From an optimization exercise on the open Yosys and OpenROAD flow, aimed at small area; shortcuts taken in it are not production practice.
Where RTL was checked, it was by simulation tests only, not by an equivalence proof against the original.
No functional check of the RTL was part of runs 3 and 4.
Power and IR drop assume default switching activity.

<file path="flow/config.mk">
export PLATFORM = sky130hd
export DESIGN_NAME = sdx_core
export DESIGN_NICKNAME = sdx_core
export VERILOG_FILES = /design/flow/design.v
export SDC_FILE = /design/flow/constraint.sdc
export NUM_CORES = 4
export LEC_CHECK = 0
export CAP_MARGIN = 20
export CORE_MARGIN = 2
export CORE_UTILIZATION = 40
export PLACE_DENSITY = 0.6
export SLEW_MARGIN = 20
</file>
<file path="flow/constraint.sdc">
create_clock -name core_clock -period 10.0 [get_ports {CLK}]
set_input_delay 2.0000 -clock core_clock [delete_from_list [all_inputs] [get_ports {CLK}]]
set_output_delay 2.0000 -clock core_clock [all_outputs]
set_load 0.01 [all_outputs]
</file>
<file path="flow/design.v">
module sdx_core (
    input  wire       CLK,
    input  wire       RST,
    input  wire       RX_VALID,
    input  wire [7:0] RX_BYTE,
    input  wire [4:0] ECHO,
    output reg  [4:0] TRIG,
    output wire [1:0] M_EN,
    output wire [1:0] M_DIR,
    output wire [1:0] M_STEP,
    output reg        GUN
);
    localparam [2:0] C_OTH = 3'b000, C_F = 3'b001, C_R = 3'b010, C_NONE = 3'b011;
    reg [3:0] lo;
    reg [4:0] hi;
    wire lo_wrap = (lo == 4'd9);
    wire grid    = lo_wrap & hi[0];
    always @(posedge CLK) begin
        if (RST) begin
            lo   <= 4'd9;
            hi   <= 5'd29;
            TRIG <= 5'b00000;
        end else begin
            lo <= lo_wrap ? 4'd0 : lo + 4'd1;
            if (lo_wrap) begin
                hi   <= (hi == 5'd29) ? 5'd0 : hi + 5'd1;
                TRIG <= {TRIG[3:0], (hi == 5'd29)};
            end
        end
    end
    reg        s1, s2, eq;
    reg [15:0] ecnt;
    reg        near;             
    always @(posedge CLK) begin
        if (RST) begin
            s1   <= ECHO[2];
            s2   <= ECHO[2];
            eq   <= ECHO[2];
            ecnt <= 16'd0;
            near <= 1'b1;
        end else begin
            s1 <= ECHO[2];
            s2 <= s1;
            eq <= s2;
            if (s2 & ~eq) ecnt <= 16'd1;
            else          ecnt <= ecnt + 16'd1;
            if (~s2 & eq) near <= (ecnt < 16'd600);
        end
    end
    reg [2:0] mem [1:64];
    reg [6:0] cnt;
    wire push = RX_VALID & ~cnt[6];
    reg [2:0] cls;
    always @* begin
        case (RX_BYTE)
            8'h77:   cls = 3'b100;   
            8'h73:   cls = 3'b111;   
            8'h61:   cls = 3'b110;   
            8'h64:   cls = 3'b101;   
            8'h66:   cls = C_F;
            8'h72:   cls = C_R;
            default: cls = C_OTH;
        endcase
    end
    integer i;
    always @(posedge CLK) begin
        if (push) begin
            mem[1] <= cls;
            for (i = 2; i <= 64; i = i + 1) mem[i] <= mem[i-1];
        end
    end
    reg [2:0] head;
    always @* begin
        head = mem[64];
        for (i = 1; i <= 63; i = i + 1)
            if (cnt[5:0] == i) head = mem[i];
    end
    reg [2:0] last;
    reg [2:0] u;
    reg       en;
    reg [1:0] dir;
    reg       rf;                
    wire tick    = grid & ~GUN & u[0];
    wire have    = cnt != 7'd0;
    wire pop     = tick & have;
    wire accept  = pop & (head != last);
    wire [2:0] last_n = pop ? head : last;
    wire acc_r   = accept & (head == C_R);
    wire acc_run = accept & head[2];
    wire acc_hld = accept & ~head[2] & ~head[1];     
    wire fire    = accept & (head == C_F);
    wire roam    = tick & (last_n == C_R) & (acc_r | (near == dir[1]));
    wire run_op  = acc_run | roam;
    always @(posedge CLK) begin
        if (RST) begin
            cnt <= 7'd0;
        end else begin
            case ({push, pop})
                2'b10:   cnt <= cnt + 7'd1;
                2'b01:   cnt <= cnt - 7'd1;
                default: cnt <= cnt;
            endcase
        end
    end
    always @(posedge CLK) begin
        if (RST) begin
            last <= C_NONE;
            GUN  <= 1'b0;
            u    <= 3'd1;
            en   <= 1'b0;
            dir  <= 2'b00;
            rf   <= 1'b0;
        end else begin
            if (pop) last <= head;
            if (grid) begin
                if (GUN) begin
                    if (u[2]) begin
                        GUN <= 1'b0;
                        u   <= 3'd0;
                    end else begin
                        u <= u + 3'd1;
                    end
                end else if (u[0]) begin
                    u <= 3'd0;
                    if (fire) GUN <= 1'b1;
                end else begin
                    u <= 3'd1;
                end
            end
            if (run_op) begin
                en  <= 1'b1;
                dir <= roam ? {~near, 1'b1} : head[1:0];
                rf  <= 1'b1;
            end else begin
                if (acc_hld) en <= 1'b0;
                if (lo == 4'd3) rf <= 1'b0;
            end
        end
    end
    reg       step, low;
    reg [5:0] pc;
    wire pivot   = dir[0] ^ dir[1];
    wire per_ok  = pivot ? (pc >= 6'd60) : (pc >= 6'd20);
    wire pg_fall = en & ~low & ~rf & per_ok;
    wire pg_rise = low & ~rf & (pc >= 6'd3);
    always @(posedge CLK) begin
        if (RST) begin
            step <= 1'b0;
            low  <= 1'b0;
            pc   <= 6'd1;
        end else begin
            if (pg_fall) begin
                step <= 1'b0;
                low  <= 1'b1;
            end else if (pg_rise) begin
                step <= 1'b1;
                low  <= 1'b0;
            end
            if (pg_fall | pg_rise) pc <= 6'd1;
            else if (pc != 6'd63)  pc <= pc + 6'd1;
        end
    end
    assign M_EN   = {en, en};
    assign M_DIR  = dir;
    assign M_STEP = {step, step};
endmodule
</file>
<file path="flow/run.sh">
#!/bin/bash
# synth_recipe.tcl (not shown) runs the flow's synth.tcl, then flattens the netlist and writes it again
# the make line also repeats each setting of config.mk as NAME=value (left out here)
make -C /OpenROAD-flow-scripts/flow DESIGN_CONFIG=/design/flow/config.mk WORK_HOME=/design/flow/orfs CLKGATE_MAP_FILE= SYNTH_SCRIPT=/design/flow/synth_recipe.tcl finish
</file>
==> results.tsv, run 1 <==
stage	metric	value	unit
status	status	no timing/DRC/antenna violations	
detailed_routing	dr.first_iter.drc_count	841	
detailed_routing	wl_per_cell	20.5	µm
worst_hold_path	hold_class	reg -> reg	
global_routing	grt_max_degree	111	
detailed_routing	dr.pass1.iters	5	
global_routing	grt_pass1_wl	43.7	mm
setup_path	cp_slowest_stage_delay	0.58	ns
setup_path	arrival	5.05	ns
power	power.total	3.30	mW
timing	rsz0062_at_grt	no	
global_routing	overflow	0	
flow_run	cap_violations	0	
global_routing	grt_pass1_vias	7650	
yosys	synthCells	960	
detailed_routing	postRouteAntennaNets	0	
worst_hold_path	hold_depth	2	
final_layout	num-fill-cells	2584	
setup_path	start_kind	flop	
setup_path	crit_chain	ha_1, nand2_1, nor2_1, nand2_1, nor3b_1, o41ai_2, inv_1, ha_1, inv_1, fa_1, nor2b_1, o21ai_0, nand2b_1, a21o_1, a21oi_1, xnor2_1, or3_1, a21oi_1	
timing	period_minus_slack	4.59	ns
timing	setup_tns	0	ns
yosys	avgSynthCellArea	11.9	µm²
timing	post-route-period-util	0.459	
die	start_util	0.408	
timing	finClkSkew	0.0102	ns
detailed_routing	num_vias	7971	
yosys	ys_async_sr_fraction	0	
yosys	ys_seq_elements	252	
setup_path	critPathKind	reg -> reg	
final_layout	drive_gt1_frac	0.0736	
power	cellPowerDensity	259	nW/µm²
setup_path	r2r_cells	18	
clock_network	cts_tree	built	
place	hpwl	17.4	mm
place	dpl.cell_count	1309	
yosys	yosys_most_used_dff	edfxtp_1	
die	coreArea	27900	µm²
final_layout	final-instance-count-excl-fill	1356	
clock_network	htreeDepth	1	
die	die_height	173	µm
clock_network	clkLatencyLatePin	0.53	ns
clock_network	clockRootBuffer	clkbuf_16	
place	dp_slack	5.20	ns
clock_network	cts_setup_buffers	0	
timing	slew_viol_final	0	
timing	slew_headroom	0.287	
clock_network	cts.clk_slew.worst_paths	0.06	ns
die	rows	61	
detailed_routing	finalWirelength	27.7	mm
power	power.leakage	4.24	nW
setup_path	timing.critical_path.required	10.46	ns
place	gp_congestion	0.835	
clock_network	cts_num_sinks	252	
yosys	synth.distinct_cells	80	
worst_hold_path	hold_end	s2$_DFF_P_	
setup_path	endpoint_kind	flop	
power	vdd_drop_max	182	µV
global_routing	grt_usage	0.182	
yosys	netlist_area	11400	µm²
setup_path	crit_slowest_cell	nor3b_1	
yosys	ys_seq_area_frac	0.611	
final_layout	num_antenna_cells	0	
die	ios	28	
clock_network	post_cts_resize_count	0	
detailed_routing	viasPerCell	5.88	
final_layout	fin_nets	991	
setup_path	cp_max_fo	12	
timing	fin_ws	5.41	ns
setup_path	ff2ff_setup_slack	5.41	ns
place	portBuffers	23	
worst_hold_path	hp-start	s1$_DFF_P_	
setup_path	timing.rr.end	cnt[6]$_SDFFE_PP0P_	
timing	worst_pin_slew	1.07	ns
clock_network	cts_buffers	27	
die	die-area	29900	µm²
setup_path	r2r-start	lo[0]$_SDFF_PP1_	
detailed_routing	drc	0	
clock_network	clockBufferDepth	3	
timing	setup_viol_count_final	0	
yosys	synth_edf_count	192	
timing	timing.fmax	0.218	GHz
final_layout	areaGrowthSynthToFinish	11.4	%
die	fp.dieW	173	µm
global_routing	antenna_found_initial	0	
yosys	synth_fp_nets	991	
clock_network	ctsHoldBuffers	0	
timing	hold_viol_final	0	
yosys	ys_warn_count	2	
==> worst max-delay path, delay by kind of cell, from the launching register on <==
family                   cells  cell delay (ns)
adder cells (fa/ha/maj)      3             0.87
AO/OA/AOI/OAI                5             0.74
XOR/XNOR                     1             0.13
flip-flops                   1             0.37
buffers and inverters        2             0.31
AND/OR/NAND/NOR              7             2.09
==> cells in the mapped netlist (10+ instances only) <==
cell | instances | area, µm²
buf_2 | 21 | 105
dfxtp_1 | 60 | 1200
nand3_1 | 30 | 150
a211oi_1 | 10 | 75.1
inv_1 | 20 | 75.1
o22ai_1 | 12 | 75.1
nor2_1 | 73 | 274
clkbuf_1 | 29 | 109
o21ai_0 | 46 | 230
or3_1 | 11 | 68.8
nand2b_1 | 16 | 100
nor3_1 | 26 | 130
nor2b_1 | 21 | 131
mux2i_1 | 20 | 200
nand2_1 | 62 | 233
xnor2_1 | 19 | 166
a31oi_1 | 18 | 113
o31ai_1 | 10 | 75.1
edfxtp_1 | 192 | 5770
ha_1 | 14 | 175
a21oi_1 | 61 | 305
==> layout by cell type (no fill, tap or decap), types with 6 or more instances in the layout <==
cell type,instances
a211oi_1,10
a21o_1,8
a21oi_1,61
a221oi_1,9
a22oi_1,6
a31oi_1,18
and2_1,6
buf_4,10
clkbuf_1,11
clkbuf_16,27
clkdlybuf4s50_1,23
dfxtp_1,57
edfxtp_1,192
ha_1,14
inv_1,19
mux2_2,9
mux2i_1,20
nand2_1,62
nand2b_1,16
nand3_1,30
nor2_1,73
nor2b_1,21
nor3_1,26
nor3b_1,9
o211ai_1,6
o21ai_0,46
o22ai_1,12
o31ai_1,10
o32ai_1,7
or2_2,6
or3_1,11
xnor2_1,19
xor2_1,7
==> metal layers <==
layer,routed length (µm),track usage
met3,2160,0.0314
met4,653,0.0593
met1,12600,0.264
met2,12300,0.277
met5,0,0
==> logic make-up (layout without fill, tap and decap cells) <==
| logic type | count (synthesis) | after routing | share of synthesized area |
|---|---|---|---|
| mux | 33 | 33 | 0.0343 |
| xor+xnor | 26 | 26 | 0.0200 |
| buf+inv | 82 | 100 | 0.0327 |
| fa+ha+maj | 15 | 15 | 0.0171 |
| compound gates | 267 | 267 | 0.161 |
| flops | 252 | 252 | 0.611 |
| simple gates | 285 | 285 | 0.124 |
==> worst max path at each step <==
stage                     slack, ns              endpoint  cells after the start              from
after global placement         5.22  mem[42][0]$_DFFE_PP_                      4          RX_VALID
after CTS                      5.30   cnt[6]$_SDFFE_PP0P_                     18  lo[0]$_SDFF_PP1_
after detailed placement       5.20  mem[54][0]$_DFFE_PP_                      4          RX_VALID
after global routing           4.76   cnt[6]$_SDFFE_PP0P_                     18  lo[0]$_SDFF_PP1_
after floorplan                3.66  mem[10][0]$_DFFE_PP_                      2          RX_VALID
final                          5.41   cnt[6]$_SDFFE_PP0P_                     18  lo[0]$_SDFF_PP1_
==> through the flow <==
step	hold WS, ns	area [µm²]	util
6_report	0.435	12700	0.455
5_1_grt	0.449	12700	0.455
4_1_cts	0.437	12700	0.455
3_5_place_dp	0.429	11900	0.426
3_3_place_gp	0.422	11900	0.426
2_1_floorplan	0.415	11400	-
==> registers in the layout, indices dropped and copies added, names as in the netlist <==
| register | cells |
|---|---|
| s2 | 1 |
| en | 1 |
| eq | 1 |
| pc | 6 |
| rf | 1 |
| step | 1 |
| TRIG | 5 |
| s1 | 1 |
| near | 1 |
| hi | 5 |
| mem | 192 |
| lo | 4 |
| dir | 2 |
| last | 3 |
| low | 1 |
| u | 3 |
| ecnt | 16 |
| GUN | 1 |
| cnt | 7 |
==> cell type report <==
class | instances | area, µm² | share of cell area
clock buffers | 38 | 717 | 0.0564
clock inverters | 9 | 90.1 | 0.00709
inverters | 20 | 80.1 | 0.00630
multi-input cells | 626 | 4070 | 0.320
flip-flops and latches | 252 | 6970 | 0.549
well taps | 378 | 473 | 0.0372
repair buffers | 33 | 305 | 0.0240
==> power breakdown <==
group / switching, mW / internal, mW
Clock: 0.391 / 0.546
Combinational: 0.615 / 0.329
Sequential: 0.129 / 1.29
==> inputs of run 2 (changes only) <==
--- a/flow/design.v
+++ b/flow/design.v
@@ -48,5 +48,5 @@
         end
     end
-    reg [2:0] mem [1:64];
+    reg [2:0] mem [0:63];
     reg [6:0] cnt;
     wire push = RX_VALID & ~cnt[6];
@@ -67,13 +67,39 @@
         if (push) begin
             mem[1] <= cls;
-            for (i = 2; i <= 64; i = i + 1) mem[i] <= mem[i-1];
+            for (i = 2; i <= 63; i = i + 1) mem[i] <= mem[i-1];
+            mem[0] <= mem[63];
         end
     end
-    reg [2:0] head;
-    always @* begin
-        head = mem[64];
-        for (i = 1; i <= 63; i = i + 1)
-            if (cnt[5:0] == i) head = mem[i];
-    end
+    wire [2:0] head;
+    genvar b, k;
+    generate
+        for (b = 0; b < 3; b = b + 1) begin : g_rd
+            wire [63:0] l0;
+            wire [31:0] l1;
+            wire [15:0] l2;
+            wire [7:0]  l3;
+            wire [3:0]  l4;
+            wire [1:0]  l5;
+            for (k = 0; k < 64; k = k + 1) begin : g0
+                assign l0[k] = mem[k][b];
+            end
+            for (k = 0; k < 32; k = k + 1) begin : g1
+                assign l1[k] = cnt[0] ? l0[2*k+1] : l0[2*k];
+            end
+            for (k = 0; k < 16; k = k + 1) begin : g2
+                assign l2[k] = cnt[1] ? l1[2*k+1] : l1[2*k];
+            end
+            for (k = 0; k < 8; k = k + 1) begin : g3
+                assign l3[k] = cnt[2] ? l2[2*k+1] : l2[2*k];
+            end
+            for (k = 0; k < 4; k = k + 1) begin : g4
+                assign l4[k] = cnt[3] ? l3[2*k+1] : l3[2*k];
+            end
+            for (k = 0; k < 2; k = k + 1) begin : g5
+                assign l5[k] = cnt[4] ? l4[2*k+1] : l4[2*k];
+            end
+            assign head[b] = cnt[5] ? l5[1] : l5[0];
+        end
+    endgenerate
     reg [2:0] last;
     reg [2:0] u;
==> run 2 against run 1 <==
Via count is 25% lower. Global-route usage is 4.4 points lower. Clock-buffer cell count is 6 lower. Area after synthesis is 7.2% lower. Sequential share of layout area is 4.0 points higher. Register-to-register slack better by 0.35 ns. Wire length is 31% lower. Critical path depth is 5 lower. Largest cell class unchanged. Non-clock buffer count is 2 lower.
==> results.tsv, run 2 <==
stage	metric	value	unit
status	status	no timing/DRC/antenna violations	
timing	setup_tns	0	ns
detailed_routing	dr.first_iter.drc_count	499	
global_routing	grt_pass1_wl	31.6	mm
setup_path	crit_chain	clkdlybuf4s50_1, nand2b_1, ha_1, xor2_1, ha_1, a21oi_1, o31ai_1, a221oi_1, nand2_1, nand2_1, a31oi_1, or3_1, a21oi_1	
detailed_routing	wl_per_cell	17.6	µm
timing	timing.fmax	0.214	GHz
final_layout	final_common_cell	edfxtp_1	
die	die_height	167	µm
place	hpwl	11.4	mm
clock_network	cts_setup_buffers	0	
power	cellPowerDensity	252	nW/µm²
global_routing	grt_busiest_layer	met2	
flow_run	cap_violations	0	
global_routing	grt_pass1_vias	5956	
clock_network	clockRootBuffer	clkbuf_16	
power	vdd_drop_max	141	µV
final_layout	fin_nets	759	
global_routing	use_met3	0.0235	
clock_network	cts.clk_slew.worst_paths	0.06	ns
final_layout	largest_register_ffs	192	
yosys	yosys_most_used_dff	edfxtp_1	
yosys	synth_top_cell_by_area	edfxtp_1	
die	ios	28	
global_routing	grt_use_met1	0.197	
yosys	synth.area.top_cells	edfxtp_1, dfxtp_1, mux4_2, nand2_1, a21oi_1	
timing	period_minus_slack	4.67	ns
setup_path	crit_slowest_cell	ha_1	
setup_path	timing.critical_path.required	10.45	ns
yosys	yosysMostFrequentCell	edfxtp_1	
final_layout	areaGrowthSynthToFinish	11.9	%
timing	hold_viol_final	0	
power	pwr-share-seq	0.457	
setup_path	critical_path_depth	13	
clock_network	cts_buffers	26	
yosys	ys_seq_area_frac	0.658	
power	switching_share	0.288	
final_layout	num-fill-cells	2248	
setup_path	endpoint_kind	flop	
global_routing	grt_max_degree	111	
yosys	synth_top_area_share	0.544	
global_routing	antenna_found_initial	0	
worst_hold_path	hold_depth	0	
place	postPlaceCellArea	11100	µm²
worst_hold_path	hold_class	reg -> reg	
power	p_comb_frac	0.241	
place	portBuffers	23	
clock_network	clockBufferDepth	3	
detailed_routing	finalWirelength	19.1	mm
yosys	synthCells	709	
yosys	ys_async_sr_fraction	0	
yosys	ys_seq_elements	252	
timing	setup_viol_count_final	0	
timing	slew_headroom	0.323	
place	gp_congestion	0.737	
power	switchingPower	0.859	mW
final_layout	num_antenna_cells	0	
power	power.total	2.98	mW
yosys	synth_common_cells	edfxtp_1, nand2_1, dfxtp_1	
timing	finClkSkew	0.0146	ns
clock_network	clkLatencyLatePin	0.52	ns
global_routing	overflow	0	
yosys	netlist_area	10600	µm²
yosys	ys_warn_count	2	
yosys	avgSynthCellArea	14.9	µm²
die	start_util	0.406	
clock_network	cts_tree	built	
timing	slew_viol_final	0	
detailed_routing	viasPerCell	5.46	
setup_path	critPathBufInv	1	
timing	worst_pin_slew	1.02	ns
die	rows	59	
die	die-area	27800	µm²
global_routing	grt.met2_usage	0.219	
detailed_routing	postRouteAntennaNets	0	
setup_path	crit_family	compound AO/OA/AOI/OAI gates	
clock_network	ctsHoldBuffers	0	
setup_path	cp_max_fo	17	
setup_path	cp_slowest_stage_delay	0.58	ns
final_layout	final_cell_mix	edfxtp_1, nand2_1, dfxtp_1	
detailed_routing	dr.pass1.iters	5	
global_routing	grt_usage	0.138	
yosys	synth_fp_nets	736	
timing	rsz0062_at_grt	no	
die	coreArea	26100	µm²
detailed_routing	num_vias	5939	
clock_network	htreeDepth	1	
final_layout	top_register	mem	
setup_path	critPathKind	in -> reg	
die	fp.dieW	167	µm
final_layout	fin_util	0.455	
setup_path	arrival	5.12	ns
yosys	synth_edf_count	192	
final_layout	fin_area	11800	µm²
timing	whs	0.434	ns
yosys	synth.distinct_cells	74	
power	p_int	2.12	mW
timing	post-route-period-util	0.467	
power	clkPwrFrac	0.302	
setup_path	start_kind	primary input	
detailed_routing	drc	0	
clock_network	cts_num_sinks	252	
setup_path	r2r_cells	15	
final_layout	drive_gt1_frac	0.142	
power	power.leakage	3.94	nW
clock_network	post_cts_resize_count	0	
final_layout	top_regs	mem (192), ecnt (16), cnt (7)	
-- run 2: cell types whose count changed after synthesis, sizes merged, moves of 8 or more --
cell    before  now
nor2        73   42
nand2b      16    3
mux4         4   40
clkbuf      30   11
o22ai       12    1
a21oi       61   35
nor3        26   15
nand3       30   18
a31oi       18    7
nor2b       21   13
o21ai       47   17
-- run 2: power by group through the flow --
stage	Combinational, mW	Sequential [mW]	Clock (mW)
after global routing	0.788	1.38	0.969
after detailed placement	0.724	1.38	0
after global placement	0.705	1.37	0
after CTS	0.726	1.36	0.928
final	0.718	1.36	0.901
after floorplan	0.598	1.37	0
-- run 2: cell families after synthesis --
group,after synthesis,synth area share
AOI/OAI and AO/OA,108,0.0742
xor gates and xnor gates,26,0.0222
adders and majority gates,11,0.0130
buffers and inverters,51,0.0292
DFF,252,0.658
muxes,68,0.114
and+or+nand+nor,193,0.0900
-- run 2: path summary, 6_finish.rpt --
check | startpoint | end | slack, ns
setup / recovery | RX_VALID | cnt[6]$_SDFFE_PP0P_ | 5.33
hold / removal | mem[24][0]$_DFFE_PP_ | mem[25][0]$_DFFE_PP_ | 0.43
setup reg to reg | cnt[2]$_SDFFE_PP0P_ | cnt[6]$_SDFFE_PP0P_ | 5.76
hold reg to reg | mem[24][0]$_DFFE_PP_ | mem[25][0]$_DFFE_PP_ | 0.43
-- run 2: stage by stage --
stage,cells,setup slack [ns]
after CTS,1087,5.36
after global placement,1039,4.85
after floorplan,709,3.65
final,1087,5.33
after detailed placement,1039,4.82
after global routing,1087,5.00
-- run 2: final cells by class --
cell class | instances | area (µm²) | share of cell area
Timing Repair Buffer | 31 | 290 | 0.0245
Clock buffer | 32 | 694 | 0.0586
Sequential cell | 252 | 6970 | 0.588
Tap cell | 335 | 419 | 0.0354
Multi-Input combinational cell | 406 | 3310 | 0.280
Inverter | 15 | 61.3 | 0.00518
Clock inverter | 16 | 96.3 | 0.00813
-- run 2: routing by layer --
| metal | up-vias | part of all wire |
|---|---|---|
| met5 | - | 0 |
| met4 | 0 | 0.023 |
| met3 | 34 | 0.043 |
| met2 | 127 | 0.47 |
| met1 | 2996 | 0.47 |
| li1 | 2782 | - |
==> inputs of run 3 (changes only) <==
--- a/flow/design.v
+++ b/flow/design.v
@@ -122,9 +122,5 @@
             cnt <= 7'd0;
         end else begin
-            case ({push, pop})
-                2'b10:   cnt <= cnt + 7'd1;
-                2'b01:   cnt <= cnt - 7'd1;
-                default: cnt <= cnt;
-            endcase
+            cnt <= cnt + {{6{pop & ~push}}, push ^ pop};
         end
     end
@@ -167,5 +163,7 @@
     reg [5:0] pc;
     wire pivot   = dir[0] ^ dir[1];
-    wire per_ok  = pivot ? (pc >= 6'd60) : (pc >= 6'd20);
+    wire ge60    = &pc[5:2];
+    wire ge20    = pc[5] | (pc[4] & (pc[3] | pc[2]));
+    wire per_ok  = pivot ? ge60 : ge20;
     wire pg_fall = en & ~low & ~rf & per_ok;
     wire pg_rise = low & ~rf & (pc >= 6'd3);
@@ -184,5 +182,5 @@
             end
             if (pg_fall | pg_rise) pc <= 6'd1;
-            else if (pc != 6'd63)  pc <= pc + 6'd1;
+            else if (!ge60)        pc <= pc + 6'd1;
         end
     end
--- a/flow/config.mk
+++ b/flow/config.mk
@@ -8,5 +8,8 @@
 export CAP_MARGIN = 20
 export CORE_MARGIN = 2
-export CORE_UTILIZATION = 40
-export PLACE_DENSITY = 0.6
+export CORE_UTILIZATION = 65
+export CTS_BUF_LIST = sky130_fd_sc_hd__clkbuf_8
+export CTS_CLUSTER_DIAMETER = 50
+export CTS_CLUSTER_SIZE = 20
+export PLACE_DENSITY = 0.75
 export SLEW_MARGIN = 20
==> run 3 against run 2 <==
Sequential power rose by 21%. Non-clock buffer count fell by 3. Critical path depth rose by 2. Still clean. Die area fell by 38%. Critical path type is now reg -> reg. Largest power group unchanged. Sequential cell count did not move.
==> results.tsv, run 3 <==
stage	metric	value	unit
power	power.total	3.07	mW
yosys	synthCells	729	
setup_path	critical_path_depth	15	
die	fp.dieW	131	µm
die	rows	46	
setup_path	crit_slowest_cell	nor3_1	
timing	setup_viol_count_final	0	
timing	period_minus_slack	4.33	ns
timing	slew_viol_final	0	
detailed_routing	wl_met3	834	µm
yosys	synth.distinct_cells	59	
timing	rsz0062_at_grt	no	
setup_path	timing.rr.end	cnt[6]$_SDFF_PP0_	
clock_network	ctsHoldBuffers	0	
final_layout	fin_area	11300	µm²
power	power.leakage	3.71	nW
setup_path	cp_max_fo	13	
die	die_height	131	µm
yosys	avgSynthCellArea	14.4	µm²
global_routing	grt_pass1_vias	5952	
timing	timing.fmax	0.231	GHz
detailed_routing	route.layer.met1.wl	8.34	mm
place	hpwl	11.5	mm
yosys	synth_fp_nets	756	
yosys	ys_seq_elements	252	
yosys	synth_common_cells	edfxtp_1, dfxtp_1, nand2_1	
yosys	yosys_most_used_dff	edfxtp_1	
clock_network	clkLatencyLatePin	0.53	ns
setup_path	cp_slowest_stage_delay	0.57	ns
global_routing	antenna_found_initial	0	
flow_run	cap_violations	0	
yosys	netlist_area	10500	µm²
final_layout	fin_util	0.714	
place	gp_congestion	0.807	
clock_network	post_cts_resize_count	0	
detailed_routing	num_vias	6016	
clock_network	cts_buffers	21	
setup_path	cp_common_cell	ha_1	
timing	finClkSkew	0.0174	ns
die	ios	28	
final_layout	fin_nets	773	
status	status	no timing/DRC/antenna violations	
yosys	synth_top_cell_by_area	edfxtp_1	
detailed_routing	postRouteAntennaNets	0	
global_routing	grt_max_degree	104	
die	coreArea	15800	µm²
setup_path	critPathBufInv	1	
timing	setup_tns	0	ns
worst_hold_path	hp-start	mem[62][0]$_DFFE_PP_	
yosys	synth_edf_count	192	
setup_path	crit_family	compound AO/OA/AOI/OAI gates	
setup_path	start_kind	flop	
global_routing	overflow	0	
clock_network	htreeDepth	1	
timing	whs	0.446	ns
final_layout	top_register	mem	
worst_hold_path	hold_class	reg -> reg	
setup_path	r2r-start	lo[0]$_SDFF_PP1_	
final_layout	num_antenna_cells	0	
yosys	yosysMostFrequentCell	edfxtp_1	
clock_network	clockRootBuffer	clkbuf_8	
final_layout	drive_gt1_frac	0.105	
timing	worst_pin_slew	1.07	ns
power	vdd_drop_max	178	µV
setup_path	crit_chain	ha_1, nand3b_1, nor3_1, o21ai_0, inv_1, ha_1, xor2_1, ha_1, a21oi_1, o22ai_1, mux2i_1, o22ai_1, a22oi_1, xor2_1, nor2_1	
global_routing	grt_usage	0.212	
clock_network	clockBufferDepth	3	
detailed_routing	drc	0	
final_layout	areaGrowthSynthToFinish	7.57	%
final_layout	num-fill-cells	1046	
yosys	synth_top_area_share	0.549	
clock_network	cts_setup_buffers	0	
detailed_routing	viasPerCell	6.16	
detailed_routing	top_layer_used	met4	
yosys	ys_async_sr_fraction	0	
final_layout	largest_register_ffs	192	
clock_network	cts.clk_slew.worst_paths	0.11	ns
final_layout	final_cell_mix	edfxtp_1, nand2_1, dfxtp_1	
die	start_util	0.664	
place	portBuffers	23	
yosys	synth.area.top_cells	edfxtp_1, dfxtp_1, mux4_2, mux2i_1, nand2_1	
timing	slew_headroom	0.285	
worst_hold_path	hold_depth	0	
final_layout	top_regs	mem (192), ecnt (16), cnt (7)	
final_layout	final_common_cell	edfxtp_1	
yosys	ys_warn_count	2	
detailed_routing	dr.first_iter.drc_count	509	
setup_path	endpoint_kind	flop	
setup_path	arrival	4.75	ns
clock_network	cts_tree	built	
detailed_routing	wl_per_cell	18.6	µm
worst_hold_path	hold_end	mem[63][0]$_DFFE_PP_	
place	postPlaceCellArea	10800	µm²
detailed_routing	dr.pass1.iters	5	
clock_network	cts_num_sinks	252	
setup_path	ff2ff_setup_slack	5.67	ns
die	die-area	17200	µm²
setup_path	critPathKind	reg -> reg	
detailed_routing	finalWirelength	18.1	mm
setup_path	r2r_cells	15	
timing	post-route-period-util	0.433	
setup_path	timing.critical_path.required	10.42	ns
yosys	ys_seq_area_frac	0.663	
global_routing	grt_pass1_wl	30.0	mm
detailed_routing	routed-wl-met2	8.61	mm
timing	hold_viol_final	0	
power	cellPowerDensity	272	nW/µm²
[run 3: worst register-to-register path: cells and delay by family, from the launching register on]
| family | cells | cell delay (ns) |
|---|---|---|
| buffers and inverters | 1 | 0.24 |
| DFF | 1 | 0.40 |
| xor gates and xnor gates | 2 | 0.37 |
| AOI/OAI and AO/OA | 5 | 1.15 |
| and+or+nand+nor | 3 | 0.97 |
| adders and majority gates | 3 | 0.85 |
| muxes | 1 | 0.25 |
[run 3: logic make-up after synthesis]
group,count (synthesis),synth area share
xor gates and xnor gates,25,0.0208
buffers and inverters,54,0.0279
AOI/OAI and AO/OA,125,0.0793
DFF,252,0.663
muxes,86,0.115
adders and majority gates,11,0.0131
and+or+nand+nor,176,0.0804
[run 3: worst max path at each step]
stage / startpoint / endpoint / slack [ns]
finish: lo[0]$_SDFF_PP1_ / cnt[6]$_SDFF_PP0_ / 5.67
global route: lo[0]$_SDFF_PP1_ / cnt[6]$_SDFF_PP0_ / 5.25
CTS: lo[0]$_SDFF_PP1_ / cnt[6]$_SDFF_PP0_ / 5.68
detailed placement: RX_VALID / cnt[6]$_SDFF_PP0_ / 5.14
global placement: RX_VALID / cnt[6]$_SDFF_PP0_ / 5.28
floorplan: RX_VALID / mem[0][0]$_DFFE_PP_ / 3.65
[run 3: power by group]
group	internal [mW]	switching (mW)	total, mW
sequential	1.45	0.201	1.65
combinational	0.379	0.428	0.807
clock	0.248	0.368	0.615
total	2.07	0.997	3.07
[run 3: through the flow]
step,std cells,worst slack [ns]
floorplan,729,3.65
global placement,939,5.28
detailed placement,939,5.14
CTS,976,5.68
global route,976,5.25
finish,976,5.67
[run 3: area by class of cell]
cell class                 count  area (µm²)  share of cell area
clock buffer                  21         289              0.0256
clock inverter                16         178              0.0157
inverter                      20        80.1             0.00709
multi-input combinational    423        3250               0.287
sequential                   252        6970               0.617
tap                          216         270              0.0239
timing repair buffer          28         268              0.0237
[run 3: metal layers]
| metal | vias to the layer above | GRT usage |
|---|---|---|
| met1 | 3034 | 0.313 |
| met5 | - | 0 |
| met4 | 0 | 0.0568 |
| met2 | 143 | 0.338 |
| met3 | 25 | 0.0324 |
| li1 | 2814 | - |
==> inputs of run 4 (changes only) <==
--- a/flow/config.mk
+++ b/flow/config.mk
@@ -9,7 +9,7 @@
 export CORE_MARGIN = 2
 export CORE_UTILIZATION = 65
-export CTS_BUF_LIST = sky130_fd_sc_hd__clkbuf_8
-export CTS_CLUSTER_DIAMETER = 50
-export CTS_CLUSTER_SIZE = 20
+export CTS_BUF_LIST = sky130_fd_sc_hd__clkbuf_8 sky130_fd_sc_hd__clkbuf_16
+export CTS_CLUSTER_DIAMETER = 60
+export CTS_CLUSTER_SIZE = 30
 export PLACE_DENSITY = 0.75
 export SLEW_MARGIN = 20
==> run 4 against run 3 <==
Register-to-register slack got worse by 0.04 ns. Global-route usage increased by 0.25 points. Wire length increased by 0.68%. Sequential power about the same. Combinational power increased by 0.5%. Hold slack got worse by 0.0050 ns. Clock power increased by 21%. Still clean. Area after synthesis unchanged. First-iteration DRC count increased by 16%. Synthesized cell count unchanged. Total power increased by 4.4%.
==> results.tsv, run 4 <==
stage	metric	value	unit
global_routing	grt_pass1_vias	5979	
detailed_routing	finalWirelength	18.2	mm
die	fp.dieW	131	µm
yosys	netlist_area	10500	µm²
yosys	synth.area.top_cells	edfxtp_1, dfxtp_1, mux4_2, mux2i_1, nand2_1	
clock_network	htreeDepth	1	
clock_network	cts_setup_buffers	0	
place	dp_slack	5.14	ns
timing	slew_viol_final	0	
power	switching_share	0.311	
die	die_height	131	µm
flow_run	cap_violations	0	
setup_path	endpoint_kind	flop	
yosys	avgSynthCellArea	14.4	µm²
final_layout	final_cell_mix	edfxtp_1, nand2_1, dfxtp_1	
yosys	synth_top_cell_by_area	edfxtp_1	
power	vdd_drop_max	214	µV
clock_network	cts_tree	built	
clock_network	cts_buffers	16	
power	cellPowerDensity	280	nW/µm²
timing	finClkSkew	0.0316	ns
clock_network	ctsHoldBuffers	0	
global_routing	grt_usage	0.215	
detailed_routing	postRouteAntennaNets	0	
clock_network	clockBufferDepth	3	
timing	setup_viol_count_final	0	
final_layout	top_register	mem	
place	hpwl	11.5	mm
worst_hold_path	hold_class	reg -> reg	
power	clkPwrFrac	0.232	
final_layout	top_regs	mem (192), ecnt (16), cnt (7)	
final_layout	final-instance-count-excl-fill	967	
setup_path	start_kind	primary input	
place	dpl.cell_count	939	
setup_path	crit_slowest_cell	clkdlybuf4s50_1	
final_layout	num_antenna_cells	0	
die	coreArea	15800	µm²
setup_path	timing.critical_path.required	10.37	ns
clock_network	post_cts_resize_count	0	
clock_network	cts.clk_slew.worst_paths	0.11	ns
global_routing	overflow	0	
detailed_routing	dr.pass1.iters	5	
yosys	synthCells	729	
place	gp_congestion	0.807	
place	postPlaceCellArea	10800	µm²
die	start_util	0.664	
clock_network	clockRootBuffer	clkbuf_16	
yosys	ys_async_sr_fraction	0	
yosys	synth.distinct_cells	59	
yosys	yosys_most_used_dff	edfxtp_1	
timing	post-route-period-util	0.441	
power	p_comb_frac	0.253	
timing	timing.fmax	0.227	GHz
detailed_routing	viasPerCell	6.18	
yosys	ys_seq_area_frac	0.663	
timing	fin_ws	5.59	ns
timing	rsz0062_at_grt	no	
timing	worst_pin_slew	1.08	ns
clock_network	cts_num_sinks	252	
detailed_routing	num_vias	5976	
global_routing	grt_pass1_wl	30.3	mm
final_layout	largest_register_ffs	192	
global_routing	grt_max_degree	104	
global_routing	antenna_found_initial	0	
detailed_routing	wl_per_cell	18.9	µm
die	die-area	17200	µm²
yosys	ys_warn_count	2	
die	ios	28	
final_layout	final_common_cell	edfxtp_1	
detailed_routing	drc	0	
place	portBuffers	23	
power	p_int	2.21	mW
yosys	synth_fp_nets	756	
clock_network	clkLatencyLatePin	0.51	ns
setup_path	critPathKind	in -> reg	
final_layout	num-fill-cells	1035	
power	power.total	3.20	mW
power	power.leakage	3.78	nW
setup_path	crit_chain	clkdlybuf4s50_1, nand2b_1, ha_1, xor2_1, ha_1, a21oi_1, o22ai_1, mux2i_1, o22ai_1, a22oi_1, xor2_1, nor2_1	
timing	hold_viol_final	0	
timing	setup_tns	0	ns
status	status	no timing/DRC/antenna violations	
power	switchingPower	0.997	mW
final_layout	fin_area	11400	µm²
yosys	synth_common_cells	edfxtp_1, dfxtp_1, nand2_1	
detailed_routing	dr.first_iter.drc_count	590	
yosys	yosysMostFrequentCell	edfxtp_1	
power	pwr-share-seq	0.514	
setup_path	cp_slowest_stage_delay	0.45	ns
final_layout	fin_nets	768	
timing	period_minus_slack	4.41	ns
final_layout	drive_gt1_frac	0.0945	
final_layout	areaGrowthSynthToFinish	8.79	%
die	rows	46	
timing	slew_headroom	0.283	
setup_path	arrival	4.79	ns
yosys	synth_edf_count	192	
setup_path	cp_max_fo	9	
yosys	synth_top_area_share	0.549	
yosys	ys_seq_elements	252	
-- run 4: cell counts after synthesis --
Identical to the previous run, type by type.
-- run 4: per-layer routing --
layer,global-route usage,vias up,part of all wire
met5,0,-,0
met4,0.0495,0,0.019
met3,0.0328,33,0.043
met2,0.349,149,0.48
met1,0.314,2992,0.45
li1,-,2802,-
-- run 4: metrics by stage --
step,hold slack (ns),util
finish,0.441,0.722
global route,0.459,0.722
CTS,0.445,0.722
detailed placement,0.431,0.685
global placement,0.424,0.685
floorplan,0.415,-
-- run 4: logic make-up after synthesis --
| family | after synthesis | share of synthesized area |
|---|---|---|
| AO/OA/AOI/OAI | 125 | 0.0793 |
| XOR/XNOR | 25 | 0.0208 |
| adder cells (fa/ha/maj) | 11 | 0.0131 |
| buffers and inverters | 54 | 0.0279 |
| flip-flops | 252 | 0.663 |
| multiplexers | 86 | 0.115 |
| AND/OR/NAND/NOR | 176 | 0.0804 |
-- run 4: power groups by stage --
stage	combinational [mW]	clock, mW	sequential, mW
after detailed placement	0.806	0	1.67
final	0.811	0.745	1.65
after global placement	0.780	0	1.65
after floorplan	0.706	0	1.57
after global routing	0.887	0.799	1.69
after CTS	0.813	0.767	1.65
-- run 4: worst max-delay path: cells and delay by family --
| family | cells | cell delay, ns |
|---|---|---|
| AOI/OAI and AO/OA | 4 | 0.80 |
| xor gates and xnor gates | 2 | 0.37 |
| adders and majority gates | 2 | 0.65 |
| buffers and inverters | 1 | 0.45 |
| muxes | 1 | 0.25 |
| and+or+nand+nor | 2 | 0.27 |
-- run 4: final timing paths --
kind	startpoint	endpoint	slack, ns	depth (start not counted)
max reg2reg	lo[0]$_SDFF_PP1_	cnt[6]$_SDFF_PP0_	5.63	15
min reg2reg	mem[23][1]$_DFFE_PP_	mem[24][1]$_DFFE_PP_	0.44	0
max	RX_VALID	cnt[6]$_SDFF_PP0_	5.59	12
min	mem[23][1]$_DFFE_PP_	mem[24][1]$_DFFE_PP_	0.44	0
-- run 4: final cells by class --
class	count	area, µm²	share of cell area
clock buffer	17	425	0.0372
clock inverter	11	169	0.0148
inverter	20	80.1	0.00701
multi-input combinational	423	3250	0.284
sequential	252	6970	0.610
tap	216	270	0.0236
timing repair buffer	28	268	0.0234
==> inputs of run 5 (changes only) <==
--- a/flow/design.v
+++ b/flow/design.v
@@ -30,20 +30,27 @@
     end
     reg        s1, s2, eq;
-    reg [15:0] ecnt;
+    reg [15:0] ecnt;             
+    reg        lt;               
     reg        near;             
-    always @(posedge CLK) begin
-        if (RST) begin
-            s1   <= ECHO[2];
+    wire rise = s2 & ~eq;
+    wire fall = ~s2 & eq;
+    wire ez   = ~|ecnt[14:0];
+    wire efb  = ecnt[15] ^ ecnt[14] ^ ecnt[12] ^ ecnt[3] ^ ez;
+    wire e599 = (ecnt == 16'h8161);                  
+    wire emax = ecnt[15] & ez;                       
+    always @(posedge CLK) begin
+        s1 <= ECHO[2];
+        if (RST) begin
             s2   <= ECHO[2];
             eq   <= ECHO[2];
             ecnt <= 16'd0;
+            lt   <= 1'b1;
             near <= 1'b1;
         end else begin
-            s1 <= ECHO[2];
             s2 <= s1;
             eq <= s2;
-            if (s2 & ~eq) ecnt <= 16'd1;
-            else          ecnt <= ecnt + 16'd1;
-            if (~s2 & eq) near <= (ecnt < 16'd600);
+            ecnt <= rise ? 16'd1 : {ecnt[14:0], efb};
+            lt   <= rise | emax | (lt & ~e599);
+            if (fall) near <= lt;
         end
     end
@@ -118,9 +125,21 @@
     wire roam    = tick & (last_n == C_R) & (acc_r | (near == dir[1]));
     wire run_op  = acc_run | roam;
+    reg [6:0] cnt_t;
+    reg       cu, cd;
+    integer   j;
+    always @* begin
+        cu = push & ~pop;
+        cd = pop & ~push;
+        for (j = 0; j < 7; j = j + 1) begin
+            cnt_t[j] = cu | cd;
+            cu = cu & cnt[j];
+            cd = cd & ~cnt[j];
+        end
+    end
     always @(posedge CLK) begin
         if (RST) begin
             cnt <= 7'd0;
         end else begin
-            cnt <= cnt + {{6{pop & ~push}}, push ^ pop};
+            cnt <= cnt ^ cnt_t;
         end
     end
@@ -168,4 +187,14 @@
     wire pg_fall = en & ~low & ~rf & per_ok;
     wire pg_rise = low & ~rf & (pc >= 6'd3);
+    reg [5:0] pc_t;
+    reg       pcc;
+    integer   m;
+    always @* begin
+        pcc = ~ge60;
+        for (m = 0; m < 6; m = m + 1) begin
+            pc_t[m] = pcc;
+            pcc = pcc & pc[m];
+        end
+    end
     always @(posedge CLK) begin
         if (RST) begin
@@ -182,5 +211,5 @@
             end
             if (pg_fall | pg_rise) pc <= 6'd1;
-            else if (!ge60)        pc <= pc + 6'd1;
+            else                   pc <= pc ^ pc_t;
         end
     end
==> flow/flow/run.sh (new file) <==
#!/bin/bash
# The standard ORFS layout (standard.sh, unchanged synthesis, floorplan, power grid,
# placement and routing) with two settings changed:
#  - port buffers use sky130_fd_sc_hd__buf_1 instead of the default buffer cell;
#  - clock tree synthesis uses clkbuf_8 buffers in clusters of at most 20 sinks and
#    inserts no dummy load cells.
set -euo pipefail
export BUFFER_PORTS_ARGS="-buffer_cell sky130_fd_sc_hd__buf_1"
export CTS_ARGS="-sink_clustering_enable -repair_clock_nets -dont_use_dummy_load -buf_list sky130_fd_sc_hd__clkbuf_8 -sink_clustering_size 20 -sink_clustering_max_diameter 50"
bash standard.sh finish > standard_flow.log 2>&1
==> flow/standard.sh (new file) <==
#!/bin/bash
# synth_recipe.tcl (not shown) runs the flow's synth.tcl, then flattens the netlist and writes it again
# the make line also repeats each setting of config.mk as NAME=value (left out here)
make -C /OpenROAD-flow-scripts/flow DESIGN_CONFIG=/design/flow/config.mk WORK_HOME=/design/flow/orfs CLKGATE_MAP_FILE= SYNTH_SCRIPT=/design/flow/synth_recipe.tcl "${@:-finish}"
--- a/flow/config.mk
+++ b/flow/config.mk
@@ -9,7 +9,7 @@
 export CORE_MARGIN = 2
 export CORE_UTILIZATION = 65
-export CTS_BUF_LIST = sky130_fd_sc_hd__clkbuf_8 sky130_fd_sc_hd__clkbuf_16
-export CTS_CLUSTER_DIAMETER = 60
-export CTS_CLUSTER_SIZE = 30
+export CTS_BUF_LIST = sky130_fd_sc_hd__clkbuf_8
+export CTS_CLUSTER_DIAMETER = 50
+export CTS_CLUSTER_SIZE = 20
 export PLACE_DENSITY = 0.75
 export SLEW_MARGIN = 20
removed: flow/run.sh
==> run 5 against run 4 <==
Still clean. Maximum frequency up 24%. Clock-buffer cell count up 3. Register-to-register slack better by 1.1 ns. Non-clock buffer count unchanged. Largest cell class unchanged.
==> results.tsv, run 5 <==
stage	metric	value	unit
status	status	no timing/DRC/antenna violations	
setup_path	timing.rr.end	dir[1]$_SDFFE_PP0P_	
power	vdd_drop_max	208	µV
yosys	ys_seq_elements	253	
detailed_routing	postRouteAntennaNets	0	
die	coreArea	15300	µm²
setup_path	start_kind	primary input	
final_layout	drive_gt1_frac	0.108	
detailed_routing	drc	0	
worst_hold_path	hold_class	reg -> reg	
setup_path	crit_family	buffers and inverters	
final_layout	multi_input_comb_area	2960	µm²
setup_path	endpoint_kind	flop	
place	gp_congestion	0.756	
setup_path	critPathBufInv	3	
yosys	ys_seq_area_frac	0.687	
setup_path	cp_max_fo	98	
place	portBuffers	23	
final_layout	areaGrowthSynthToFinish	4.88	%
die	rows	45	
detailed_routing	viasPerCell	6.18	
yosys	synth.distinct_cells	62	
power	cellPowerDensity	243	nW/µm²
setup_path	arrival	3.70	ns
clock_network	clockBufferDepth	3	
yosys	avgSynthCellArea	15.4	µm²
die	fp.dieW	129	µm
power	power.total	2.59	mW
final_layout	fin_nets	707	
global_routing	grt_pass1_wl	27.7	mm
setup_path	crit_slowest_cell	buf_6	
detailed_routing	finalWirelength	17.2	mm
setup_path	r2r_cells	9	
detailed_routing	dr.pass1.iters	5	
final_layout	top_register	mem	
yosys	synthCells	659	
setup_path	cp_slowest_stage_delay	0.71	ns
timing	timing.fmax	0.280	GHz
yosys	synth_common_cells	edfxtp_1, dfxtp_1, nand2_1	
worst_hold_path	hold_end	mem[48][1]$_DFFE_PP_	
global_routing	grt_usage	0.211	
timing	finClkSkew	0.0481	ns
clock_network	ctsHoldBuffers	0	
timing	period_minus_slack	3.57	ns
clock_network	htreeDepth	1	
timing	post-route-period-util	0.357	
final_layout	fin_util	0.699	
flow_run	cap_violations	0	
global_routing	antenna_found_initial	0	
final_layout	final-instance-count-excl-fill	887	
clock_network	cts_num_sinks	253	
die	start_util	0.667	
yosys	netlist_area	10200	µm²
timing	slew_viol_final	0	
place	dpl.cell_count	867	
timing	setup_tns	0	ns
yosys	synth.area.top_cells	edfxtp_1, dfxtp_1, mux4_2, mux2i_1, nand2_1	
setup_path	ff2ff_setup_slack	6.71	ns
detailed_routing	wl_per_cell	19.4	µm
global_routing	grt_max_degree	99	
power	power.leakage	3.60	nW
clock_network	cts_buffers	20	
clock_network	cts_tree	built	
worst_hold_path	hold_depth	0	
clock_network	clockRootBuffer	clkbuf_8	
final_layout	final_common_cell	edfxtp_1	
die	ios	28	
timing	worst_pin_slew	0.859	ns
die	die-area	16700	µm²
yosys	yosys_most_used_dff	edfxtp_1	
yosys	synth_fp_nets	688	
global_routing	overflow	0	
yosys	synth_top_area_share	0.567	
setup_path	critPathKind	in -> reg	
timing	setup_viol_count_final	0	
final_layout	final_cell_mix	edfxtp_1, dfxtp_1, nand2_1	
yosys	synth_edf_count	192	
yosys	synth_top_cell_by_area	edfxtp_1	
final_layout	num_antenna_cells	0	
global_routing	grt_pass1_vias	5410	
clock_network	post_cts_resize_count	0	
final_layout	top_regs	mem (192), ecnt (16), cnt (7)	
worst_hold_path	hp-start	mem[47][1]$_DFFE_PP_	
final_layout	num-fill-cells	959	
place	hpwl	10.8	mm
clock_network	cts_setup_buffers	0	
setup_path	timing.critical_path.required	10.13	ns
timing	slew_headroom	0.427	
detailed_routing	num_vias	5481	
timing	rsz0062_at_grt	no	
final_layout	seqCellArea	6990	µm²
clock_network	cts.clk_slew.worst_paths	0.11	ns
setup_path	crit_chain	buf_1, nand2b_1, inv_6, buf_6	
detailed_routing	dr.first_iter.drc_count	495	
yosys	yosysMostFrequentCell	edfxtp_1	
final_layout	largest_register_ffs	192	
setup_path	r2r-start	cnt[0]$_SDFF_PP0_	
die	die_height	129	µm
yosys	ys_async_sr_fraction	0	
clock_network	clkLatencyLatePin	0.53	ns
yosys	ys_warn_count	2	
timing	hold_viol_final	0	
==> run 5: cell count changes in the layout (fill, tap and decap cells not counted), moves of 9 or more <==
cell | before | now
clkbuf_16 | 17 | 0
and2_1 | 2 | 18
inv_1 | 20 | 11
clkdlybuf4s50_1 | 23 | 0
clkbuf_8 | 0 | 20
nand2_1 | 60 | 47
a21oi_1 | 39 | 22
buf_1 | 0 | 23
mux2i_1 | 55 | 32
a22oi_1 | 25 | 13
==> run 5: worst max path at each step <==
stage                     startpoint                    to  slack [ns]  cells after the start
after global routing        RX_VALID  mem[62][0]$_DFFE_PP_        6.31                      4
after detailed placement    RX_VALID  mem[13][0]$_DFFE_PP_        5.59                      4
after CTS                   RX_VALID  mem[37][0]$_DFFE_PP_        6.17                      4
after floorplan             RX_VALID     cnt[5]$_SDFF_PP0_        2.90                      7
final                       RX_VALID   mem[0][0]$_DFFE_PP_        6.43                      4
after global placement      RX_VALID  mem[12][0]$_DFFE_PP_        5.69                      4
==> run 5: layer usage <==
layer | GRT usage | part of all wire | vias up
met2 | 0.329 | 0.47 | 157
li1 | - | - | 2553
met4 | 0.0595 | 0.021 | 0
met5 | 0 | 0 | -
met3 | 0.0372 | 0.052 | 27
met1 | 0.314 | 0.46 | 2744
==> run 5: power breakdown <==
| group | leakage [nW] | internal, mW | total, mW | switching (mW) |
|---|---|---|---|---|
| registers | 2.38 | 1.32 | 1.43 | 0.104 |
| logic | 1.08 | 0.295 | 0.686 | 0.391 |
| clock network | 0.144 | 0.180 | 0.478 | 0.298 |
==> run 5: layout make-up <==
cell class,count,area share
Inverter,13,0.00504
Timing Repair Buffer,28,0.0120
Multi-Input combinational cell,362,0.277
Sequential cell,253,0.655
Tap cell,211,0.0247
Clock buffer,20,0.0258
==> run 5: cell families (layout without fill, tap and decap cells) <==
| logic type | count (synthesis) | count (layout) | share of synthesized area |
|---|---|---|---|
| AO/OA/AOI/OAI | 91 | 91 | 0.0625 |
| XOR/XNOR | 18 | 18 | 0.0162 |
| adder cells (fa/ha/maj) | 13 | 13 | 0.0160 |
| buffers and inverters | 44 | 61 | 0.0223 |
| flip-flops | 253 | 253 | 0.687 |
| multiplexers | 67 | 67 | 0.109 |
| AND/OR/NAND/NOR | 173 | 173 | 0.0872 |
==> run 5: through the flow <==
step / hold slack (ns) / cell area (µm²) / setup WS (ns)
floorplan: 0.415 / 10200 / 2.90
global placement: 0.424 / 10400 / 5.69
detailed placement: 0.427 / 10400 / 5.59
CTS: 0.415 / 10700 / 6.17
global route: 0.414 / 10700 / 6.31
finish: 0.411 / 10700 / 6.43
==> inputs of run 6 (changes only) <==
--- a/flow/flow/run.sh
+++ b/flow/flow/run.sh
@@ -8,3 +8,4 @@
 export BUFFER_PORTS_ARGS="-buffer_cell sky130_fd_sc_hd__buf_1"
 export CTS_ARGS="-sink_clustering_enable -repair_clock_nets -dont_use_dummy_load -buf_list sky130_fd_sc_hd__clkbuf_8 -sink_clustering_size 20 -sink_clustering_max_diameter 50"
+export RECOVER_POWER=100
 bash standard.sh finish > standard_flow.log 2>&1
==> run 6 against run 5 <==
The layout now fails its checks (max-capacitance violations, max-slew violations). Non-clock buffer count unchanged. Worst setup slack got worse by 2.2 ns. Clock-buffer cell count did not move. Sequential power about the same. Global-route usage is the same. Largest power group unchanged.
==> results.tsv, run 6 <==
stage	metric	value	unit
status	status	finished with violations	
status	so_faults	max-capacitance violations, max-slew violations	
clock_network	htreeDepth	1	
setup_path	ff2ff_setup_slack	4.26	ns
setup_path	cp_max_fo	43	
setup_path	arrival	6.12	ns
setup_path	critPathLaunch	cnt[0]$_SDFF_PP0_	
setup_path	cp_slowest_stage_delay	2.39	ns
final_layout	multi_input_comb_area	2940	µm²
die	coreArea	15300	µm²
global_routing	grt_max_degree	99	
yosys	synthCells	659	
worst_hold_path	hold_end	mem[48][1]$_DFFE_PP_	
clock_network	ctsHoldBuffers	0	
die	die-area	16700	µm²
yosys	yosysMostFrequentCell	edfxtp_1	
yosys	synth.area.top_cells	edfxtp_1, dfxtp_1, mux4_2, mux2i_1, nand2_1	
yosys	avgSynthCellArea	15.4	µm²
setup_path	timing.rr.end	en$_SDFFE_PP0P_	
final_layout	fin_nets	707	
global_routing	overflow	0	
die	fp.dieW	129	µm
final_layout	num_antenna_cells	0	
timing	post-route-period-util	0.574	
die	rows	45	
clock_network	clockBufferDepth	3	
detailed_routing	drc	0	
global_routing	grt_pass1_vias	5410	
setup_path	endpoint_kind	flop	
flow_run	cap_violations	2	
final_layout	top_register	mem	
global_routing	antenna_found_initial	0	
place	gp_congestion	0.756	
detailed_routing	viasPerCell	6.17	
final_layout	seqCellArea	6990	µm²
detailed_routing	wl_per_cell	19.4	µm
final_layout	final-instance-count-excl-fill	887	
clock_network	clkLatencyLatePin	0.53	ns
detailed_routing	postRouteAntennaNets	0	
detailed_routing	num_vias	5477	
timing	slew_viol_final	79	
worst_hold_path	hold_class	reg -> reg	
global_routing	grt_usage	0.211	
setup_path	r2r_cells	9	
final_layout	largest_register_ffs	192	
setup_path	timing.critical_path.required	10.38	ns
clock_network	cts_setup_buffers	0	
die	start_util	0.667	
place	dpl.cell_count	867	
setup_path	crit_chain	clkbuf_1, nor2_1, a22o_1, o311ai_1, o211ai_1, nor2b_1, a31oi_1, a21oi_1, a31o_1	
final_layout	top_regs	mem (192), ecnt (16), cnt (7)	
clock_network	post_cts_resize_count	0	
yosys	synth.distinct_cells	62	
timing	fin_ws	4.26	ns
global_routing	grt_pass1_wl	27.7	mm
timing	finClkSkew	0.0461	ns
timing	timing.fmax	0.174	GHz
final_layout	num-fill-cells	967	
yosys	ys_async_sr_fraction	0	
final_layout	final_common_cell	edfxtp_1	
clock_network	cts_buffers	20	
clock_network	clockRootBuffer	clkbuf_8	
timing	rsz0062_at_grt	no	
yosys	synth_common_cells	edfxtp_1, dfxtp_1, nand2_1	
power	power.leakage	3.58	nW
yosys	yosys_most_used_dff	edfxtp_1	
clock_network	cts_num_sinks	253	
power	vdd_drop_max	209	µV
detailed_routing	dr.first_iter.drc_count	464	
timing	slew_headroom	-1.26	
yosys	ys_seq_elements	253	
yosys	synth_top_cell_by_area	edfxtp_1	
setup_path	r2r-start	cnt[0]$_SDFF_PP0_	
yosys	netlist_area	10200	µm²
yosys	ys_seq_area_frac	0.687	
timing	period_minus_slack	5.74	ns
timing	hold_viol_final	0	
setup_path	start_kind	flop	
place	portBuffers	23	
clock_network	cts.clk_slew.worst_paths	0.12	ns
timing	setup_tns	0	ns
setup_path	critPathBufInv	1	
yosys	synth_top_area_share	0.567	
setup_path	crit_slowest_cell	clkbuf_1	
setup_path	crit_family	buffers and inverters	
detailed_routing	finalWirelength	17.2	mm
final_layout	areaGrowthSynthToFinish	4.61	%
setup_path	critPathKind	reg -> reg	
final_layout	drive_gt1_frac	0.0991	
place	dp_slack	5.59	ns
clock_network	cts_tree	built	
timing	setup_viol_count_final	0	
worst_hold_path	hp-start	mem[47][1]$_DFFE_PP_	
setup_path	critical_path_depth	9	
detailed_routing	dr.pass1.iters	5	
die	ios	28	
timing	worst_pin_slew	3.39	ns
yosys	synth_fp_nets	688	
yosys	ys_warn_count	2	
yosys	synth_edf_count	192	
place	hpwl	10.8	mm
power	cellPowerDensity	244	nW/µm²
worst_hold_path	hold_depth	0	
die	die_height	129	µm
final_layout	final_cell_mix	edfxtp_1, dfxtp_1, nand2_1	
==> run 6: worst max path at each step <==
stage	to	slack [ns]
global route	en$_SDFFE_PP0P_	3.63
finish	en$_SDFFE_PP0P_	4.26
detailed placement	mem[13][0]$_DFFE_PP_	5.59
CTS	mem[37][0]$_DFFE_PP_	6.17
global placement	mem[12][0]$_DFFE_PP_	5.69
floorplan	cnt[5]$_SDFF_PP0_	2.90
==> run 6: through the flow <==
step | instance area, µm² | power (mW) | utilization | hold slack, ns
floorplan | 10200 | 1.99 | - | 0.415
global placement | 10400 | 2.11 | 0.681 | 0.424
detailed placement | 10400 | 2.14 | 0.681 | 0.427
CTS | 10700 | 2.61 | 0.699 | 0.415
global route | 10600 | 2.73 | 0.697 | 0.414
finish | 10600 | 2.59 | 0.697 | 0.414
==> run 6: logic make-up (layout without fill, tap and decap cells) <==
group                    count (synthesis)  in the layout  synth area share
multiplexers                            67             67             0.109
AO/OA/AOI/OAI                           91             91            0.0625
XOR/XNOR                                18             18            0.0162
AND/OR/NAND/NOR                        173            173            0.0872
buffers and inverters                   44             61            0.0223
adder cells (fa/ha/maj)                 13             13            0.0160
flip-flops                             253            253             0.687
==> run 6: where the power goes <==
group | switching, mW | leakage (nW) | total, mW | internal, mW
clock network | 0.297 | 0.144 | 0.478 | 0.180
logic | 0.389 | 1.06 | 0.689 | 0.300
registers | 0.103 | 2.38 | 1.43 | 1.32
==> run 6: routing by layer <==
metal,global-route usage,wire length [µm]
met5,0,0
met4,0.0595,327
met1,0.314,7920
met3,0.0372,908
met2,0.329,8070
==> run 6: area by class of cell <==
class / count / share of cell area
tap: 211 / 0.0248
inverter: 13 / 0.00506
clock buffer: 20 / 0.0259
timing repair buffer: 28 / 0.0113
sequential: 253 / 0.657
multi-input combinational: 362 / 0.276
==> inputs of run 7 (changes only) <==
--- a/flow/flow/run.sh
+++ b/flow/flow/run.sh
@@ -7,5 +7,5 @@
 set -euo pipefail
 export BUFFER_PORTS_ARGS="-buffer_cell sky130_fd_sc_hd__buf_1"
-export CTS_ARGS="-sink_clustering_enable -repair_clock_nets -dont_use_dummy_load -buf_list sky130_fd_sc_hd__clkbuf_8 -sink_clustering_size 20 -sink_clustering_max_diameter 50"
+export CTS_ARGS="-sink_clustering_enable -repair_clock_nets -dont_use_dummy_load -buf_list {sky130_fd_sc_hd__clkbuf_4 sky130_fd_sc_hd__clkbuf_8} -sink_clustering_size 12 -sink_clustering_max_diameter 40"
 export RECOVER_POWER=100
 bash standard.sh finish > standard_flow.log 2>&1
==> run 7 against run 6 <==
Combinational power about the same. Largest power group unchanged. Maximum frequency up 1.9%. The layout still fails its checks (max-capacitance violations, max-slew violations). Critical path depth unchanged. Clock power up 33%. Sequential power about the same. Clock-buffer cell count up 14. Area after synthesis unchanged. Wire length up 2.9%. Cell area up 1.9%. Global-route usage up 0.90 points. Hold slack better by 0.014 ns.
==> results.tsv, run 7 <==
stage	metric	value	unit
yosys	synth.distinct_cells	62	
timing	period_minus_slack	5.63	ns
die	die_height	129	µm
final_layout	num-fill-cells	956	
global_routing	overflow	0	
detailed_routing	num_vias	5609	
place	dpl.cell_count	867	
clock_network	cts.clk_slew.worst_paths	0.07	ns
final_layout	final-instance-count-excl-fill	901	
final_layout	fin_nets	721	
place	gp_congestion	0.756	
detailed_routing	postRouteAntennaNets	0	
global_routing	grt_pass1_wl	28.4	mm
yosys	ys_async_sr_fraction	0	
power	cellPowerDensity	254	nW/µm²
die	die-area	16700	µm²
die	start_util	0.667	
final_layout	areaGrowthSynthToFinish	6.59	%
timing	timing.fmax	0.178	GHz
power	p_int	1.93	mW
die	rows	45	
flow_run	cap_violations	2	
die	ios	28	
power	power.leakage	3.68	nW
yosys	ys_warn_count	2	
setup_path	cp_slowest_stage_delay	2.36	ns
global_routing	grt_pass1_vias	5526	
clock_network	htreeDepth	2	
yosys	ys_seq_elements	253	
die	fp.dieW	129	µm
final_layout	num_antenna_cells	0	
yosys	synth_top_cell_by_area	edfxtp_1	
setup_path	arrival	6.00	ns
timing	post-route-period-util	0.563	
timing	slew_viol_final	79	
final_layout	final_common_cell	edfxtp_1	
yosys	netlist_area	10200	µm²
timing	finClkSkew	0.0417	ns
global_routing	grt_max_degree	99	
yosys	yosysMostFrequentCell	edfxtp_1	
timing	worst_pin_slew	3.35	ns
place	portBuffers	23	
power	switching_share	0.300	
yosys	synth_edf_count	192	
setup_path	crit_chain	clkbuf_1, nor2_1, a22o_1, o311ai_1, o211ai_1, nor2b_1, a31oi_2, a21oi_1, a31o_1	
clock_network	cts_buffers	34	
power	vdd_drop_max	134	µV
final_layout	drive_gt1_frac	0.119	
yosys	avgSynthCellArea	15.4	µm²
clock_network	clockRootBuffer	clkbuf_8	
detailed_routing	drc	0	
timing	hold_viol_final	0	
clock_network	cts_tree	built	
setup_path	cp_max_fo	43	
yosys	synth_common_cells	edfxtp_1, dfxtp_1, nand2_1	
global_routing	antenna_found_initial	0	
setup_path	start_kind	flop	
power	switchingPower	0.828	mW
clock_network	cts_setup_buffers	0	
clock_network	cts_num_sinks	253	
place	hpwl	10.8	mm
power	clkPwrFrac	0.231	
setup_path	endpoint_kind	flop	
detailed_routing	viasPerCell	6.23	
final_layout	largest_register_ffs	192	
setup_path	critPathKind	reg -> reg	
yosys	synth_fp_nets	688	
yosys	synth.area.top_cells	edfxtp_1, dfxtp_1, mux4_2, mux2i_1, nand2_1	
clock_network	clockBufferDepth	3	
status	status	finished with violations	
setup_path	crit_slowest_cell	clkbuf_1	
timing	slew_headroom	-1.23	
final_layout	final_cell_mix	edfxtp_1, dfxtp_1, nand2_1	
detailed_routing	finalWirelength	17.7	mm
timing	setup_tns	0	ns
timing	setup_viol_count_final	0	
final_layout	top_register	mem	
status	so_faults	max-capacitance violations, max-slew violations	
die	coreArea	15300	µm²
yosys	yosys_most_used_dff	edfxtp_1	
power	pwr-share-seq	0.519	
yosys	synth_top_area_share	0.567	
worst_hold_path	hold_class	reg -> reg	
clock_network	clkLatencyLatePin	0.52	ns
setup_path	timing.critical_path.required	10.37	ns
timing	rsz0062_at_grt	no	
clock_network	ctsHoldBuffers	0	
global_routing	grt_usage	0.220	
power	p_comb_frac	0.250	
detailed_routing	wl_per_cell	19.7	µm
clock_network	post_cts_resize_count	0	
detailed_routing	dr.pass1.iters	5	
yosys	ys_seq_area_frac	0.687	
detailed_routing	dr.first_iter.drc_count	438	
final_layout	top_regs	mem (192), ecnt (16), cnt (7)	
yosys	synthCells	659	
[run 7: cell counts after synthesis]
Identical to the previous run, type by type.
[run 7: cells by family (layout without fill, tap and decap cells)]
kind of cell,Yosys count,in the layout,share of synthesized area
AOI/OAI and AO/OA,91,91,0.0625
buffers and inverters,44,75,0.0223
muxes,67,67,0.109
and+or+nand+nor,173,173,0.0872
xor gates and xnor gates,18,18,0.0162
DFF,253,253,0.687
adders and majority gates,13,13,0.0160
[run 7: critical path: cells and delay by family, from the launching register on]
kind	cells	cell delay, ns
buffers and inverters	1	2.36
AO/OA/AOI/OAI	6	1.72
AND/OR/NAND/NOR	2	1.10
flip-flops	1	0.31
[run 7: metal layers]
metal,vias to the layer above,global-route usage,part of all wire
li1,2582,-,-
met1,2834,0.322,0.46
met2,164,0.333,0.47
met3,29,0.0467,0.053
met4,0,0.0844,0.021
met5,-,0,0
[run 7: final timing paths]
| path | endpoint | slack, ns | cells after the start | from |
|---|---|---|---|---|
| max | en$_SDFFE_PP0P_ | 4.37 | 9 | cnt[0]$_SDFF_PP0_ |
| min | mem[9][0]$_DFFE_PP_ | 0.43 | 0 | mem[8][0]$_DFFE_PP_ |
| max reg2reg | en$_SDFFE_PP0P_ | 4.37 | 9 | cnt[0]$_SDFF_PP0_ |
| min reg2reg | mem[9][0]$_DFFE_PP_ | 0.43 | 0 | mem[8][0]$_DFFE_PP_ |
[run 7: final cells by class]
| cell class | count | area [µm²] | area share |
|---|---|---|---|
| tap | 211 | 264 | 0.0243 |
| sequential | 253 | 6990 | 0.644 |
| clock buffer | 34 | 468 | 0.0432 |
| inverter | 13 | 53.8 | 0.00496 |
| timing repair buffer | 28 | 120 | 0.0111 |
| multi-input combinational | 362 | 2950 | 0.272 |
[run 7: power by group through the flow]
stage	registers (mW)	logic [mW]	clock network, mW
final	1.43	0.690	0.637
after global routing	1.45	0.758	0.693
after CTS	1.43	0.691	0.657
after detailed placement	1.45	0.688	0
after global placement	1.44	0.671	0
after floorplan	1.42	0.570	0
[run 7: metrics by stage]
| stage | instance area [µm²] | hold slack [ns] | power (mW) | setup WS [ns] | util |
|---|---|---|---|---|---|
| 6_report | 10800 | 0.429 | 2.76 | 4.37 | 0.711 |
| 5_1_grt | 10800 | 0.436 | 2.90 | 3.70 | 0.711 |
| 4_1_cts | 10900 | 0.433 | 2.78 | 6.17 | 0.712 |
| 3_5_place_dp | 10400 | 0.427 | 2.14 | 5.59 | 0.681 |
| 3_3_place_gp | 10400 | 0.424 | 2.11 | 5.69 | 0.681 |
| 2_1_floorplan | 10200 | 0.415 | 1.99 | 2.90 | - |

re-timing with driven ports:
In the flow no input, the clock included, has a driving cell. The finished layouts below were timed again as built, in two steps. Step 1: set_driving_cell puts a clkbuf_16 on CLK and a buf_2 on each other input, an assumption about the parent block. Step 2 adds t to the input delays and takes it off the output delays; t is the mean of the earliest and latest rising clock arrival at the registers after step 1. Input paths then give back, and output paths get back, about the clock's delay inside the block. a / b / c = no drivers / after step 1 / after step 2; a / b = the first two.
run	t (ns)	setup WS [ns]	worst setup path at the end	worst register clock-pin slew, ns	cell pins on the clock port's net
run 1	0.571	5.407 / 5.407 / 5.171	input to register	0.06 / 0.06	1
run 2	0.561	5.330 / 5.351 / 4.789	input to register	0.06 / 0.06	1
run 3	0.562	5.668 / 5.668 / 5.131	input to register	0.12 / 0.12	1
run 4	0.536	5.586 / 5.610 / 5.074	input to register	0.11 / 0.11	1
run 5	0.544	6.428 / 6.438 / 5.894	input to register	0.12 / 0.12	1
run 6	0.543	4.263 / 4.263 / 4.263	register to register	0.12 / 0.12	1
run 7	0.535	4.372 / 4.372 / 4.372	register to register	0.08 / 0.08	1
The setup slack of run 2, which loses most, moves by +0.021 ns with the drivers and by -0.541 ns with both steps.
